What follows belongs to an exercise in optimizing a design on an open flow for small area, a short achievable clock period and few clock cycles per item; a production flow would make more cautious choices. RTL that was checked went through simulation tests only; none was proved equivalent to the original. Power figures rest on the tool's default switching activity, not on a simulated workload.

Setup of run A:
==> flow/design.v (excerpt) <==
module nmea_core (
    input  wire       clk,
    input  wire       rst,
    input  wire       in_valid,
    output reg        in_ready,
    input  wire [9:0] in_beat,
    output reg        out_valid,
    input  wire       out_ready,
    output reg  [9:0] out_beat
);
Settings: LEC_CHECK=0, ABC_AREA=1, CAP_MARGIN=20, CORE_MARGIN=2, CORE_UTILIZATION=40, CTS_BUF_LIST=sky130_fd_sc_hd__clkbuf_16, CTS_CLUSTER_DIAMETER=80, CTS_CLUSTER_SIZE=30, PLACE_DENSITY=0.6, SETUP_SLACK_MARGIN=5.0, SLEW_MARGIN=20, TNS_END_PERCENT=5; clock period 8.0 ns.
run.sh (not shown) runs the stock make flow with config.mk's settings and CLKGATE_MAP_FILE= SYNTH_SCRIPT=/design/flow/synth_recipe.tcl, a recipe that flattens the netlist after the stock synthesis.
Testbench counts of run A, summed over its fixed seeds: cycles 146,334, bytes 145,071.
diff inputs: run A => run B
- GPL_TIMING_DRIVEN now 0, previously not set
- TNS_END_PERCENT no longer set, was 5
--- outcome ---
Run B reached the end of the flow, and the finished layout is clean on the timing, design-rule and antenna checks. Register cell area after layout essentially unchanged between run A and run B. On final worst hold slack, run B does better than run A. Run B — synthesis-to-finish area growth 1.3 points higher, run A as reference. Run A has lower met3 routed wirelength than run B. Looking at startpoint of the worst setup timing path, the out_beat[8] result is from run A; the in_valid one comes from run B. Total detailed-routing wirelength of run B exceeds that of run A slightly. Post-layout minimum cycle time, run B and run A: lower on run B. Critical path depth in cells is higher on run B. Final area: run B vs run A up about 1.2%.
Setup changes, run B to run C
- changing CTS_BUF_LIST from sky130_fd_sc_hd__clkbuf_16 to sky130_fd_sc_hd__clkbuf_8 sky130_fd_sc_hd__clkbuf_16
- removing GPL_TIMING_DRIVEN (formerly 0)
==> notes.md <==
From run B to run C the numbers moved as follows: routed wire length -about 2.2%; post-route fraction of the period consumed by the critical path lower; clock latency on the worst-skew pair flat; area share of fa/ha/maj cells after synthesis closely matched the old numbers; final-layout clock buffer total moved down. Run B -> run C: die height delta 0, exact match.
### run C -> run D
- changing PLACE_DENSITY from 0.6 to 0.7
- changing CTS_BUF_LIST from sky130_fd_sc_hd__clkbuf_8 sky130_fd_sc_hd__clkbuf_16 to sky130_fd_sc_hd__clkbuf_16
- changing CORE_UTILIZATION from 40 to 50
Run D vs run C, post-route minimum period went up by 19 ps. Run D vs run C — via count climbed slightly. Going from run C to run D, total net switching power has remained practically unchanged, clock network area share held steady, core utilization increased by 11 points relative to the old numbers. Compared with run C, run D shows a higher register-to-register slack. Combinational fraction of design power: run C vs run D — no meaningful difference. Clock power across run D and run C: no real change.


Setup of the previous run:
nmea_core, a different RTL version from the one above (not shown whole).
For scale: about 2700 cells after synthesis, ~1500 flip-flops, ~26 I/O pins, roughly 39000 um^2 of cells after synthesis.
clock: 8.0 ns
lec_check: 0
cap_margin: 20
core_margin: 2
core_utilization: 40
cts_buf_list: sky130_fd_sc_hd__clkbuf_8
cts_cluster_diameter: 50
cts_cluster_size: 16
place_density: 0.6
slew_margin: 20
### the previous run -> the current run
- CTS_CLUSTER_SIZE changed from 16 to 30
- CTS_BUF_LIST changed from sky130_fd_sc_hd__clkbuf_8 to sky130_fd_sc_hd__clkbuf_16
- CTS_CLUSTER_DIAMETER changed from 50 to 80
The previous run -> the current run: clock transition at the registers of the reported paths flat. Between the previous run and the current run, the flow reports via count of the first global-routing pass decreasing by a few percent. Diff the previous run -> the current run: worst endpoint data arrival time decreased by 0.04 ns relative to the old numbers; required time of the critical path decreased 0.09 ns. Changes observed in the current run relative to the previous run: antenna diode instance count dropped 3, share of the final layout cell area in sequential cells climbed 0.48 points.
No functional check of the RTL was part of any run of this note.


Setup of raven:
nmea_core, a different RTL version from the one above (not shown whole).
Size in the first run: roughly 3200 cells after synthesis, roughly 1500 flip-flops, about 26 I/O pins.
==> flow/config.mk <==
export PLATFORM = sky130hd
export DESIGN_NAME = nmea_core
export DESIGN_NICKNAME = nmea_core
export VERILOG_FILES = /design/flow/design.v
export SDC_FILE = /design/flow/constraint.sdc
export NUM_CORES = 4
export LEC_CHECK = 0
export ABC_AREA = 1
export CAP_MARGIN = 20
export CORE_MARGIN = 2
export CORE_UTILIZATION = 40
export CTS_BUF_LIST = sky130_fd_sc_hd__clkbuf_16
export CTS_CLUSTER_DIAMETER = 80
export CTS_CLUSTER_SIZE = 30
export PLACE_DENSITY = 0.6
export SETUP_SLACK_MARGIN = 5.0
export SLEW_MARGIN = 20
==> flow/constraint.sdc <==
create_clock -name core_clock -period 8.0 [get_ports {clk}]
set_input_delay 1.6000 -clock core_clock [delete_from_list [all_inputs] [get_ports {clk}]]
set_output_delay 1.6000 -clock core_clock [all_outputs]
set_load 0.01 [all_outputs]
Testbench counts of raven, summed over its fixed seeds: cycles 146,334, bytes 145,071.
### raven -> yarrow
-- flow/config.mk --
<<< raven, line 8
export ABC_AREA = 1
>>> yarrow, line 8
Summary of yarrow over raven: count of clock-buffer cells in the layout decreased by 10% relative to the old numbers, clock share of power increased by 2.1 points relative to the old numbers, wire length of the first global-routing pass increased by about 1.1% relative to the old numbers. raven has a lower non-clock buffer contribution to total cell area than yarrow. Compared with raven, yarrow is the less power-hungry design. Side by side, final cycle utilization of the critical path turned out higher in yarrow than in raven. yarrow completed every stage of the flow, and the final layout passed the timing, design-rule and antenna checks. Summary of yarrow over raven: fmax -about 1.8%; final area -170 um2; final worst-path setup slack decreased by 54 ps relative to the old numbers; level count of the clock H-tree lost 1.


RTL: one of the versions met above, not the one the previous note started from.
Size: ~3000 cells after synthesis, about 1500 flip-flops, about 26 I/O pins, roughly 39000 um^2 of cells after synthesis.
clock: 8.0 ns
lec_check: 0
abc_area: 1
cap_margin: 20
core_margin: 2
core_utilization: 40
cts_buf_list: sky130_fd_sc_hd__clkbuf_16
cts_cluster_diameter: 80
cts_cluster_size: 30
place_density: 0.6
setup_slack_margin: 5.0
slew_margin: 20
The baseline produced a clean layout.
Testbench counts at the start, summed over its fixed seeds: cycles 146,334, bytes 145,071.
==> next run, changes <==
--- a/flow/config.mk
+++ b/flow/config.mk
@@ -7,5 +7,5 @@
 export LEC_CHECK = 0
 export ABC_AREA = 1
-export CAP_MARGIN = 20
+export CAP_MARGIN = 5
 export CORE_MARGIN = 2
 export CORE_UTILIZATION = 40
@@ -15,3 +15,3 @@
 export PLACE_DENSITY = 0.6
 export SETUP_SLACK_MARGIN = 5.0
-export SLEW_MARGIN = 20
+export SLEW_MARGIN = 5
Outcome:
- The new run produced a clean layout
- global-route usage stays the same
- routed wire length is about the same
- hold slack is about the same
- design area barely changes
- setup slack is worse by 0.0070 ns
- maximum frequency is about the same


== run 1 ==
nmea_core, a different RTL version from the one above (not shown whole).
Size in the first run: about 1,500 flip-flops, ~26 I/O pins, ~39,000 sq um of cells after synthesis.
Settings: LEC_CHECK=0, CAP_MARGIN=20, CORE_MARGIN=2, CORE_UTILIZATION=40, CTS_BUF_LIST=sky130_fd_sc_hd__clkbuf_16, CTS_CLUSTER_DIAMETER=80, CTS_CLUSTER_SIZE=30, PLACE_DENSITY=0.6, SETUP_SLACK_MARGIN=4.5, SLEW_MARGIN=20; clock period 8.0 ns.
The inputs of run 2 differ from those of run 1 as listed below.
- changing SETUP_SLACK_MARGIN from 4.5 to 5.0
Results
- Run 2 against run 1: total number of cells along the worst setup path lost 2; total power ~0 delta; filler-free cell count of the finished design rose by 1.7%; proportion of cell area occupied by multi-input gates up 0.68 points; design area saw an increase.
- Diff run 1 and run 2: routed wire length on met3 lower in run 2
The inputs of run 3 differ from those of run 2 as listed below.
- changing SETUP_SLACK_MARGIN from 5.0 to 4.5
- setting ABC_CLOCK_PERIOD_IN_PS to 3000 for the first time
Notes after the runs:
Looking at number of levels the H-tree was split into across run 2 and run 3, the one that comes out lower is run 2.
Taking run 3 over run 2, the footprint of the multi-input gates ratio works out to 0.940.
Proportion of power drawn by combinational gates, run 2 and run 3, lower one = run 3.
Final number of setup-violating endpoints essentially unchanged between run 2 and run 3.
The run showing the smaller combined buffer and inverter count along the critical path is run 2.
On total power draw, run 2 and run 3 are neck and neck.
Run 3: period utilization is 3.0 points higher than what run 2 reported.
Comparing run 2 and run 3, the higher total iterations of the first detailed-routing run is on run 3.
No functional check of the RTL was part of any run of this note.


Another version of the RTL of nmea_core (not shown whole).
For scale: about 3,200 cells after synthesis, roughly 1,500 flip-flops, ~40,000 µm² of cells after synthesis.
make LEC_CHECK=0 ABC_AREA=1 CAP_MARGIN=20 CORE_MARGIN=2 CORE_UTILIZATION=40 CTS_BUF_LIST=sky130_fd_sc_hd__clkbuf_16 CTS_CLUSTER_DIAMETER=60 CTS_CLUSTER_SIZE=36 PLACE_DENSITY=0.6 SETUP_SLACK_MARGIN=5.0 SLEW_MARGIN=20 finish   # period 8.0 ns
The baseline finished clean.
Next try:
Settings changed: CTS_CLUSTER_DIAMETER 60 to 80, CTS_CLUSTER_SIZE 36 to 30.
The changed run produced a clean layout.
First-iteration DRC count rose by 2.3%.
Final area falls by 2.1%.
Sequential power is about the same.
Clock-buffer cell count falls by 12.
Die area does not change.
Sequential share of layout area went up by 1.6 points.
Wire length fell by 0.88%.
Function was not checked in any run of this note: the RTL went through the layout flow alone.


nmea_core, a different RTL version from the one above (not shown whole).
Size in the first run: ~1500 flip-flops.
clock: 8.0 ns
lec_check: 0
cap_margin: 20
core_margin: 2
core_utilization: 55
cts_buf_list: sky130_fd_sc_hd__clkbuf_16
cts_cluster_diameter: 80
cts_cluster_size: 30
place_density: 0.7
setup_slack_margin: 5.0
slew_margin: 20
Rerun with:
Settings changed: CORE_UTILIZATION 55 to 40, PLACE_DENSITY 0.7 to 0.6.
Result:
- flip-flop and latch count is unchanged
- worst setup slack gets better by 0.030 ns
- area after synthesis does not change
- utilization shrinks by 16 points
- synthesized cell count does not change
- global-route usage shrinks by 3.8 points
- cell area grows by a few percent
- die area grows by well over a third
- final cell count grows by roughly a tenth
- worst hold slack gets better by 0.012 ns
No run of this note included a check of the RTL's function; only the layout flow was run.


nmea_core, a different RTL version from the one above (not shown whole).
Size: roughly 2700 cells after synthesis, ~1500 flip-flops.
clock: 8.0 ns
lec_check: 0
cap_margin: 20
core_margin: 2
core_utilization: 40
cts_buf_list: sky130_fd_sc_hd__clkbuf_16
cts_cluster_diameter: 80
cts_cluster_size: 30
place_density: 0.6
setup_slack_margin: 4.8
slew_margin: 20
Testbench counts at the start, summed over its fixed seeds: cycles 146,334, bytes 145,071.
Then changed:
SETUP_SLACK_MARGIN = 5.0   (was 4.8)
Effect:
- The changed run went through all stages and came out clean
- flip-flop and latch count is unchanged
- non-clock buffer count came out higher by 63
- cell area rose by 2.7%

[re-timing with driven ports]
The results above use ideal ports. As a check the final layouts listed here were re-extracted and re-timed, cells and wires unchanged.
Step 1: set_driving_cell puts a clkbuf_16 on clk and a buf_2 on each other input, an assumption about the parent block.
Step 2 adds t to the input delays and takes it off the output delays; t is the mean of the earliest and latest rising clock arrival at the registers after step 1. Input paths then give back, and output paths get back, about the clock's delay inside the block.
Three values: ideal, step 1, step 2; two values: the first two.
| run | shift t [ns] | slack for setup (ns) | pins driven straight from the clock port |
|---|---|---|---|
| run A | 0.716 | 4.793 / 4.733 / 4.324 | 1 |
| run B | 0.730 | 4.916 / 4.940 / 4.222 | 1 |
| run C | 0.732 | 5.067 / 5.006 / 4.371 | 1 |
| run D | 0.714 | 5.048 / 4.991 / 4.362 | 1 |
| the previous run | 0.812 | 3.148 / 3.148 / 3.148 | 1 |
| the current run | 0.722 | 3.103 / 3.103 / 3.103 | 1 |
| raven | 0.685 | 5.100 / 5.038 / 4.561 | 1 |
| yarrow | 0.728 | 5.046 / 5.017 / 4.354 | 1 |
| the first run of note 4 | 0.732 | 5.067 / 5.006 / 4.371 | 1 |
| the second run of note 4 | 0.730 | 5.060 / 5.006 / 4.365 | 1 |
| run 1 | 0.687 | 4.597 / 4.564 / 4.083 | 1 |
| run 2 | 0.725 | 4.834 / 4.834 / 4.281 | 1 |
| run 3 | 0.687 | 4.597 / 4.564 / 4.083 | 1 |
| the first run of note 6 | 0.714 | 5.074 / 5.007 / 4.435 | 1 |
| the second run of note 6 | 0.740 | 5.083 / 5.017 / 4.401 | 1 |
| the first run of note 7 | 0.736 | 4.975 / 4.975 / 4.297 | 1 |
| the second run of note 7 | 0.718 | 5.005 / 5.005 / 4.353 | 1 |
| the first run of note 8 | 0.722 | 4.778 / 4.778 / 4.175 | 1 |
| the second run of note 8 | 0.693 | 4.912 / 4.912 / 4.473 | 1 |
After both steps every run listed still meets setup and hold.
